This design comes from an exercise in tuning for small area on the open sky130 flow, not from production work. The RTL of this run was laid out without a check of its function. No activity file was given, so power comes from the tool's default toggle rates.

File: flow/design.v
module keechain_fsc (
    input  wire        clk,
    input  wire        rst,         
    input  wire        reg_sel,
    input  wire        reg_we,
    input  wire [11:0] reg_addr,
    input  wire [31:0] reg_wdata,
    output reg  [31:0] reg_rdata,
    input  wire        rx_valid,
    input  wire [7:0]  rx_data,
    output reg         rx_take,
    output reg         tx_valid,
    output reg  [7:0]  tx_data,
    input  wire        expired,
    output wire        busy,
    output wire        done
);
    localparam [7:0]  MAGIC_B      = 8'hBA;
    localparam [7:0]  VERSION      = 8'h01;
    localparam [3:0]  HLEN         = 4'd11;        
    localparam [9:0]  FRAME_OVH    = 10'd13;       
    localparam [31:0] CFG_VALUE    = 32'hBABA0104;
    localparam [2:0] PH_IDLE = 3'd0;
    localparam [2:0] PH_SYNC = 3'd1;
    localparam [2:0] PH_HDR  = 3'd2;
    localparam [2:0] PH_BODY = 3'd3;
    localparam [2:0] PH_CALC = 3'd4;
    localparam [2:0] PH_EMIT = 3'd5;
    localparam [3:0] ST_OK       = 4'd0;
    localparam [3:0] ST_TIMEOUT  = 4'd1;
    localparam [3:0] ST_CRC      = 4'd2;
    localparam [3:0] ST_LEN_EXC  = 4'd3;
    localparam [3:0] ST_MALFORM  = 4'd4;
    localparam [3:0] ST_ILLEGAL  = 4'd7;
    localparam [11:0] A_CMD        = 12'h200;
    localparam [11:0] A_STATUS     = 12'h201;
    localparam [11:0] A_CFG        = 12'h202;
    localparam [11:0] A_CSUM       = 12'h203;
    localparam [11:0] A_CSUM_POS   = 12'h204;
    localparam [11:0] A_TX_META    = 12'h205;
    localparam [11:0] A_TX_TYPE    = 12'h206;
    localparam [11:0] A_TX_LEN     = 12'h207;
    localparam [11:0] A_RX_VERSION = 12'h208;
    localparam [11:0] A_RX_META    = 12'h209;
    localparam [11:0] A_RX_TYPE    = 12'h20A;
    localparam [11:0] A_RX_LEN     = 12'h20B;
    localparam [11:0] A_RX_LEN_HI  = 12'h20C;
    localparam [11:0] A_RX_CSUM    = 12'h20D;
    reg [2:0]  phase;
    reg        win_n;
    reg [7:0]  win_b;
    reg [3:0]  hidx;
    reg [8:0]  cnt;
    reg [8:0]  eidx;
    reg [31:0] acc;
    reg [1:0]  pos;
    reg [31:0] rxlen;
    reg        st_done;
    reg        st_rx_valid;
    reg        st_ovr;
    reg [3:0]  st_code;
    reg [7:0]  tx_meta;
    reg [7:0]  tx_type;
    reg [31:0] tx_len;
    reg [7:0]  rx_version;
    reg [7:0]  rx_meta;
    reg [7:0]  rx_type;
    reg [31:0] rx_csum;
    reg [7:0]  txbuf [0:255];
    reg [7:0]  rxbuf [0:255];
    wire host_rd   = reg_sel & ~reg_we;
    wire host_wr   = reg_sel &  reg_we;
    wire is_idle   = (phase == PH_IDLE);
    wire enc_busy  = (phase == PH_CALC) || (phase == PH_EMIT);
    wire dec_phase = (phase == PH_SYNC) || (phase == PH_HDR) || (phase == PH_BODY);
    wire dispatch  = host_wr && is_idle && (reg_addr == A_CMD);
    wire [3:0] op  = reg_wdata[3:0];
    wire [7:0] arg = reg_wdata[15:8];
    wire addr_txbuf = (reg_addr[11:8] == 4'h0);
    wire addr_rxbuf = (reg_addr[11:8] == 4'h1);
    wire addr_txreg = addr_txbuf || (reg_addr == A_TX_META) ||
                      (reg_addr == A_TX_TYPE) || (reg_addr == A_TX_LEN);
    assign busy = (phase != PH_IDLE);
    assign done = st_done;
    function [31:0] acc_byte(input [31:0] a, input [7:0] b, input [1:0] p);
        acc_byte = a ^ ({24'd0, b} << p);
    endfunction
    always @(*) begin
        reg_rdata = 32'd0;
        if (!rst && host_rd) begin
            if (addr_txbuf)
                reg_rdata = {24'd0, txbuf[reg_addr[7:0]]};
            else if (addr_rxbuf)
                reg_rdata = {24'd0, rxbuf[reg_addr[7:0]]};
            else begin
                case (reg_addr)
                    A_STATUS:     reg_rdata = {21'd0, phase, st_code, st_ovr,
                                               st_rx_valid, st_done, busy};
                    A_CFG:        reg_rdata = CFG_VALUE;
                    A_CSUM:       reg_rdata = acc;
                    A_CSUM_POS:   reg_rdata = {30'd0, pos};
                    A_TX_META:    reg_rdata = {24'd0, tx_meta};
                    A_TX_TYPE:    reg_rdata = {24'd0, tx_type};
                    A_TX_LEN:     reg_rdata = tx_len;
                    A_RX_VERSION: reg_rdata = {24'd0, rx_version};
                    A_RX_META:    reg_rdata = {24'd0, rx_meta};
                    A_RX_TYPE:    reg_rdata = {24'd0, rx_type};
                    A_RX_LEN:     reg_rdata = rxlen;
                    A_RX_LEN_HI:  reg_rdata = 32'd0;
                    A_RX_CSUM:    reg_rdata = rx_csum;
                    default:      reg_rdata = 32'd0;
                endcase
            end
        end
    end
    wire [8:0] content_idx = eidx - 9'd13;     
    reg [7:0] frame_byte;
    always @(*) begin
        case (eidx)
            9'd0:    frame_byte = MAGIC_B;
            9'd1:    frame_byte = MAGIC_B;
            9'd2:    frame_byte = VERSION;
            9'd3:    frame_byte = tx_meta;
            9'd4:    frame_byte = tx_type;
            9'd5:    frame_byte = tx_len[31:24];
            9'd6:    frame_byte = tx_len[23:16];
            9'd7:    frame_byte = tx_len[15:8];
            9'd8:    frame_byte = tx_len[7:0];
            9'd9:    frame_byte = acc[31:24];
            9'd10:   frame_byte = acc[23:16];
            9'd11:   frame_byte = acc[15:8];
            9'd12:   frame_byte = acc[7:0];
            default: frame_byte = txbuf[content_idx[7:0]];
        endcase
    end
    always @(*) begin
        rx_take  = !rst && dec_phase && !expired && rx_valid;
        tx_valid = !rst && (phase == PH_EMIT);
        tx_data  = tx_valid ? frame_byte : 8'h00;
    end
    always @(posedge clk) begin
        if (!rst && host_wr && addr_txbuf && !enc_busy)
            txbuf[reg_addr[7:0]] <= reg_wdata[7:0];
    end
    always @(posedge clk) begin
        if (!rst && phase == PH_BODY && !expired && rx_valid)
            rxbuf[cnt[7:0]] <= rx_data;
    end
    wire [7:0]  calc_byte = txbuf[cnt[7:0]];
    wire [31:0] acc_rx    = acc_byte(acc, rx_data, pos);
    wire [9:0]  cnt_inc   = {1'b0, cnt} + 10'd1;
    wire [9:0]  eidx_inc  = {1'b0, eidx} + 10'd1;
    always @(posedge clk) begin
        if (rst) begin
            phase       <= PH_IDLE;
            win_n       <= 1'b0;
            win_b       <= 8'h00;
            hidx        <= 4'd0;
            cnt         <= 9'd0;
            eidx        <= 9'd0;
            acc         <= 32'd0;
            pos         <= 2'd0;
            rxlen       <= 32'd0;
            st_done     <= 1'b0;
            st_rx_valid <= 1'b0;
            st_ovr      <= 1'b0;
            st_code     <= ST_OK;
            tx_meta     <= 8'h00;
            tx_type     <= 8'h00;
            tx_len      <= 32'd0;
            rx_version  <= 8'h00;
            rx_meta     <= 8'h00;
            rx_type     <= 8'h00;
            rx_csum     <= 32'd0;
        end else begin
            if (host_wr && !dispatch) begin
                if (addr_txreg) begin
                    if (enc_busy)
                        st_ovr <= 1'b1;
                    else if (reg_addr == A_TX_META)
                        tx_meta <= reg_wdata[7:0];
                    else if (reg_addr == A_TX_TYPE)
                        tx_type <= reg_wdata[7:0];
                    else if (reg_addr == A_TX_LEN)
                        tx_len <= reg_wdata;
                end else if (reg_addr == A_CMD) begin
                    st_ovr <= 1'b1;
                end else if (reg_addr == A_STATUS) begin
                    if (reg_wdata[3])
                        st_ovr <= 1'b0;
                end
            end
            case (phase)
                PH_IDLE: begin
                    if (dispatch) begin
                        case (op)
                            4'h0: ;  
                            4'h1: begin  
                                win_n       <= 1'b0;
                                win_b       <= 8'h00;
                                hidx        <= 4'd0;
                                cnt         <= 9'd0;
                                rxlen       <= 32'd0;
                                rx_version  <= 8'h00;
                                rx_meta     <= 8'h00;
                                rx_type     <= 8'h00;
                                rx_csum     <= 32'd0;
                                acc         <= 32'd0;
                                pos         <= 2'd0;
                                st_done     <= 1'b0;
                                st_rx_valid <= 1'b0;
                                st_code     <= ST_OK;
                                phase       <= PH_SYNC;
                            end
                            4'h2: begin  
                                if (tx_len > 32'd256) begin
                                    st_done <= 1'b1;
                                    st_code <= ST_LEN_EXC;
                                end else begin
                                    acc     <= 32'd0;
                                    pos     <= 2'd0;
                                    cnt     <= 9'd0;
                                    eidx    <= 9'd0;
                                    st_done <= 1'b0;
                                    st_code <= ST_OK;
                                    phase   <= (tx_len == 32'd0) ? PH_EMIT : PH_CALC;
                                end
                            end
                            4'h3: begin  
                                acc     <= 32'd0;
                                pos     <= 2'd0;
                                st_done <= 1'b1;
                                st_code <= ST_OK;
                            end
                            4'h4: begin  
                                acc     <= acc_byte(acc, arg, pos);
                                pos     <= pos + 2'd1;
                                st_done <= 1'b1;
                                st_code <= ST_OK;
                            end
                            default: begin  
                                st_done <= 1'b1;
                                st_code <= ST_ILLEGAL;
                            end
                        endcase
                    end
                end
                PH_SYNC: begin
                    if (expired) begin
                        st_done <= 1'b1;
                        st_code <= ST_TIMEOUT;
                        phase   <= PH_IDLE;
                    end else if (rx_valid) begin
                        if (win_n && win_b == MAGIC_B && rx_data == MAGIC_B) begin
                            win_n <= 1'b0;
                            win_b <= 8'h00;
                            hidx  <= 4'd0;
                            phase <= PH_HDR;
                        end else begin
                            win_n <= 1'b1;
                            win_b <= rx_data;
                        end
                    end
                end
                PH_HDR: begin
                    if (expired) begin
                        st_done <= 1'b1;
                        st_code <= ST_TIMEOUT;
                        phase   <= PH_IDLE;
                    end else if (rx_valid) begin
                        case (hidx)
                            4'd0:  rx_version     <= rx_data;
                            4'd1:  rx_meta        <= rx_data;
                            4'd2:  rx_type        <= rx_data;
                            4'd3:  rxlen[31:24]   <= rx_data;
                            4'd4:  rxlen[23:16]   <= rx_data;
                            4'd5:  rxlen[15:8]    <= rx_data;
                            4'd6:  rxlen[7:0]     <= rx_data;
                            4'd7:  rx_csum[31:24] <= rx_data;
                            4'd8:  rx_csum[23:16] <= rx_data;
                            4'd9:  rx_csum[15:8]  <= rx_data;
                            default: rx_csum[7:0] <= rx_data;
                        endcase
                        if (hidx == HLEN - 4'd1) begin
                            if (rxlen == 32'd0) begin
                                st_done <= 1'b1;
                                st_code <= ST_MALFORM;
                                phase   <= PH_IDLE;
                            end else if (rxlen > 32'd256) begin
                                st_done <= 1'b1;
                                st_code <= ST_LEN_EXC;
                                phase   <= PH_IDLE;
                            end else begin
                                cnt   <= 9'd0;
                                phase <= PH_BODY;
                            end
                        end else begin
                            hidx <= hidx + 4'd1;
                        end
                    end
                end
                PH_BODY: begin
                    if (expired) begin
                        st_done <= 1'b1;
                        st_code <= ST_TIMEOUT;
                        phase   <= PH_IDLE;
                    end else if (rx_valid) begin
                        acc <= acc_rx;
                        pos <= pos + 2'd1;
                        cnt <= cnt_inc[8:0];
                        if ({22'd0, cnt_inc} == rxlen) begin
                            st_done <= 1'b1;
                            phase   <= PH_IDLE;
                            if (acc_rx == rx_csum) begin
                                st_rx_valid <= 1'b1;
                                st_code     <= ST_OK;
                            end else begin
                                st_code     <= ST_CRC;
                            end
                        end
                    end
                end
                PH_CALC: begin
                    acc <= acc_byte(acc, calc_byte, pos);
                    pos <= pos + 2'd1;
                    cnt <= cnt_inc[8:0];
                    if ({22'd0, cnt_inc} == tx_len) begin
                        eidx  <= 9'd0;
                        phase <= PH_EMIT;
                    end
                end
                PH_EMIT: begin
                    eidx <= eidx_inc[8:0];
                    if ({22'd0, eidx_inc} == {22'd0, FRAME_OVH} + tx_len) begin
                        st_done <= 1'b1;
                        st_code <= ST_OK;
                        phase   <= PH_IDLE;
                    end
                end
                default: phase <= PH_IDLE;
            endcase
        end
    end
endmodule
File: flow/run.sh
#!/bin/bash
# synth_recipe.tcl (not shown) runs the flow's synth.tcl, then flattens the netlist and writes it again
# the make line also repeats each setting of config.mk as NAME=value (left out here)
make -C /OpenROAD-flow-scripts/flow DESIGN_CONFIG=/design/flow/config.mk WORK_HOME=/design/flow/orfs CLKGATE_MAP_FILE= SYNTH_SCRIPT=/design/flow/synth_recipe.tcl finish
File: flow/config.mk
export PLATFORM = sky130hd
export DESIGN_NAME = keechain_fsc
export DESIGN_NICKNAME = keechain_fsc
export VERILOG_FILES = /design/flow/design.v
export SDC_FILE = /design/flow/constraint.sdc
export NUM_CORES = 8
export LEC_CHECK = 0
export CAP_MARGIN = 35
export CORE_MARGIN = 2
export CORE_UTILIZATION = 32
export PLACE_DENSITY = 0.5
export SLEW_MARGIN = 20
File: flow/constraint.sdc
create_clock -name core_clock -period 12.0 [get_ports {clk}]
set_input_delay 2.4000 -clock core_clock [delete_from_list [all_inputs] [get_ports {clk}]]
set_output_delay 2.4000 -clock core_clock [all_outputs]
set_load 0.01 [all_outputs]
==> summary.txt <==
layout cell share with drive strength beyond 1=36.8%; kind of critical path=in2out; total negative slack=0 ns; final worst path period share=85.2%; worst setup margin=1.78 ns; P_leak=70.7 nW; syn_nets=10548; placed wire-length estimate=512000 um; run status=no timing/DRC/antenna violations; final non-filler cell total=19788; post-synthesis cell area=204000 sq um; Die W=803 um; hold bufs inserted after CTS=0; Ys Warns=1; drt wl/cell=39.2 um; Least-Margin Pin Slew=1.08 ns; Post-synth ARST share=0%; # setup viols final=0; met2 WL=357000 um; Clock Latency Late Sink=1.06 ns; mean area per synthesized cell=19.5 sq um; Synth Flop Type=edfxtp_1; Metal-1 WL=293000 um; Hold WC Path Type=reg2reg; Initial Util=32.1%; Antenna Violating Nets Remaining=0; Final nets=11022; drt first pass iters=8; vias in the first global route=120119; area grow syn2layout=14.9%; most frequent cells in the layout=edfxtp_1 (4096), mux4_2 (2483), nor2_1 (777); CP Launch Type=input port; height of the chip=803 um; area of the core=636000 sq um; Max Fclk=97.8 MHz; CTS Buf Count=453; GPL Wtd Cong=0.946; Layout Cell Area excl Fill=235000 sq um; Synth cell types=95; via/cell ratio=6.19; largest net degree at the start of global routing=161; WP data arrival=7.82 ns; Resized Gates After CTS=0; Row Count=293; met3 routed WL=80800 um; Placed Cells=18842; DP Worst Slack=1.71 ns; relative slew slack=26.1%; hold path depth=2; # DRC=0; first-pass GRT wire length=1050000 um; initial antenna violation count=65; H-tree levels=5; PortBufs=101; Post-synth EDFFs=4096; Fin. Hold Viols=0; power density cells=139 nW/um^2; Top Metal Used=met5; postcts setup bufs=0; gr ovfl total=0; Root Buffer=clkbuf_16; Initial DRC Count=18138; total routed wirelength=775000 um; sequential element share of the synthesized area=62.3%; Max-Cap Viols=0; I/O Pins=102; Area after DPL=219000 sq um; CTS Buffer Depth=4; via count=122434; clock-pin slew on the worst setup and hold paths=0.06 ns; Cells after Synth=10475; Worst Path Required=9.60 ns; commonest non-fill, non-tap cell in the layout=edfxtp_1; maximum vdd drop=0.134 mV; GR Util All Layers=23.3%; Worst Skew=0.0493 ns; register bit total from synthesis=4314; RSZ-0062 raised after global routing=false; CTS tree=yes; worst reg-to-reg path cell count=11; clk sinks=4314; CP Capture Type=output port; Final min period=10.22 ns; CP Max Fanout=77; Final Max Slew Viols=0; die footprint=645000 sq um
==> synth_stat cells (28+ instances only) <==
cell      count  area share [%]
a21oi_1     157            0.38
a221oi_1     40            0.17
o22ai_1      79            0.24
nor3_1       61            0.15
nor4_1       39            0.12
a31oi_1      49            0.15
buf_6        28            0.15
nor2_1      806             1.5
nand2b_1     34            0.10
nand2_1     336            0.62
edfxtp_1   4096              60
mux2_2       55            0.30
and2_1       44            0.13
o21ai_0      63            0.15
buf_1       106            0.19
mux2i_1     299             1.5
dfxtp_1     218             2.1
buf_2       242            0.59
nand4_1      28           0.086
nand3_1      75            0.18
mux4_2     2483              27
xnor2_1      80            0.34
buf_4        60            0.22
clkbuf_1    423            0.78
nor2b_1      33            0.10
a22oi_1     114            0.42
==> where the power goes <==
| group | leakage, nW | switching [mW] | internal [mW] | total (mW) |
|---|---|---|---|---|
| logic | 24.8 | 0.970 | 0.564 | 1.53 |
| registers | 38.6 | 0.000192 | 16.5 | 16.5 |
| clock network | 7.38 | 6.24 | 8.34 | 14.6 |
| total | 70.7 | 7.21 | 25.4 | 32.6 |
==> area by class of cell <==
| class | count | area, sq um |
|---|---|---|
| multi-input cells | 5270 | 73300 |
| clock buffers | 531 | 11900 |
| repair buffers | 880 | 8170 |
| fillers | 57809 | 402000 |
| flip-flops and latches | 4314 | 127000 |
| well taps | 8407 | 10500 |
| diodes | 43 | 108 |
| inverters | 30 | 120 |
| clock inverters | 313 | 3280 |
==> worst max-delay path, cell delays in order <==
cell             delay (ns)
buf_16                 0.46
buf_12                 0.36
buf_12                 0.46
mux4_2                 0.36
mux4_2                 0.28
o22ai_1                0.09
or4_1                  0.54
nor4_1                 0.67
o21ai_2                0.45
buf_4                  0.28
a31oi_1                0.43
buf_4                  0.20
clkdlybuf4s50_1        0.53
==> worst paths after layout <==
path                                      to  slack [ns]         from
worst max register to register        acc[4]        5.91     register
worst min register to register      win_b[4]        0.46     win_b[4]
worst max-delay path            reg_rdata[7]        1.78  reg_addr[0]
worst min-delay path                win_b[4]        0.46     win_b[4]
==> flip-flops by register name, summed over array words and instances, names as in the netlist, 4 cells and up, named ones only <==
register and flops:
rxbuf 2048, win_b 8, rx_type 8, cnt 9
tx_meta 8, rx_meta 8, eidx 9, hidx 4
tx_len 32, txbuf 2048, tx_type 8, rx_version 8
rxlen 32, acc 32, rx_csum 32
==> stage by stage <==
step	hold WS [ns]	total power, mW	utilization, %
2_1_floorplan	0.427	17.5	-
3_3_place_gp	0.434	18.3	34.1
3_5_place_dp	0.449	18.3	34.4
4_1_cts	0.458	32.8	36.8
5_1_grt	0.473	33.4	36.9
6_report	0.458	32.6	36.9
==> layer usage <==
metal  vias up  global-route usage (%)
met5         -                       0
met4        48                    11.2
met3      1593                    6.40
met2      8227                    36.3
met1     66526                    30.3
li1      46040                       -
==> cell families after synthesis <==
logic type,share of synthesized area [%]
AOI/OAI and AO/OA,2.46
xor gates and xnor gates,0.543
adders and majority gates,0.0919
buffers and inverters,2.00
DFF,62.3
muxes,29.1
and+or+nand+nor,3.43

what the ideal ports hide:
No port has a modelled driver above. Below, the same layout with a new extraction and two added sets of constraints.
Step 1, drivers: a clkbuf_16 drives clk and a buf_2 each remaining input, both assumed.
Step 2 also shifts input and output timing later by t, the mid clock arrival at the registers, as if the neighbouring blocks saw the same clock.
Three values: no drivers, after step 1, after step 2; two values: the first two.
t (ns): 1.175
setup WS [ns]: 1.778 / 1.648 / 1.690
clock arrival spread, ns: 0.064 / 0.064
worst data-port slew with drivers (ns): 0.18
pins driven straight from the clock port: 1
After both steps setup and hold are still met in this run. For this run, drivers alone change the setup slack by -0.130 ns; drivers and shift together by -0.088 ns.
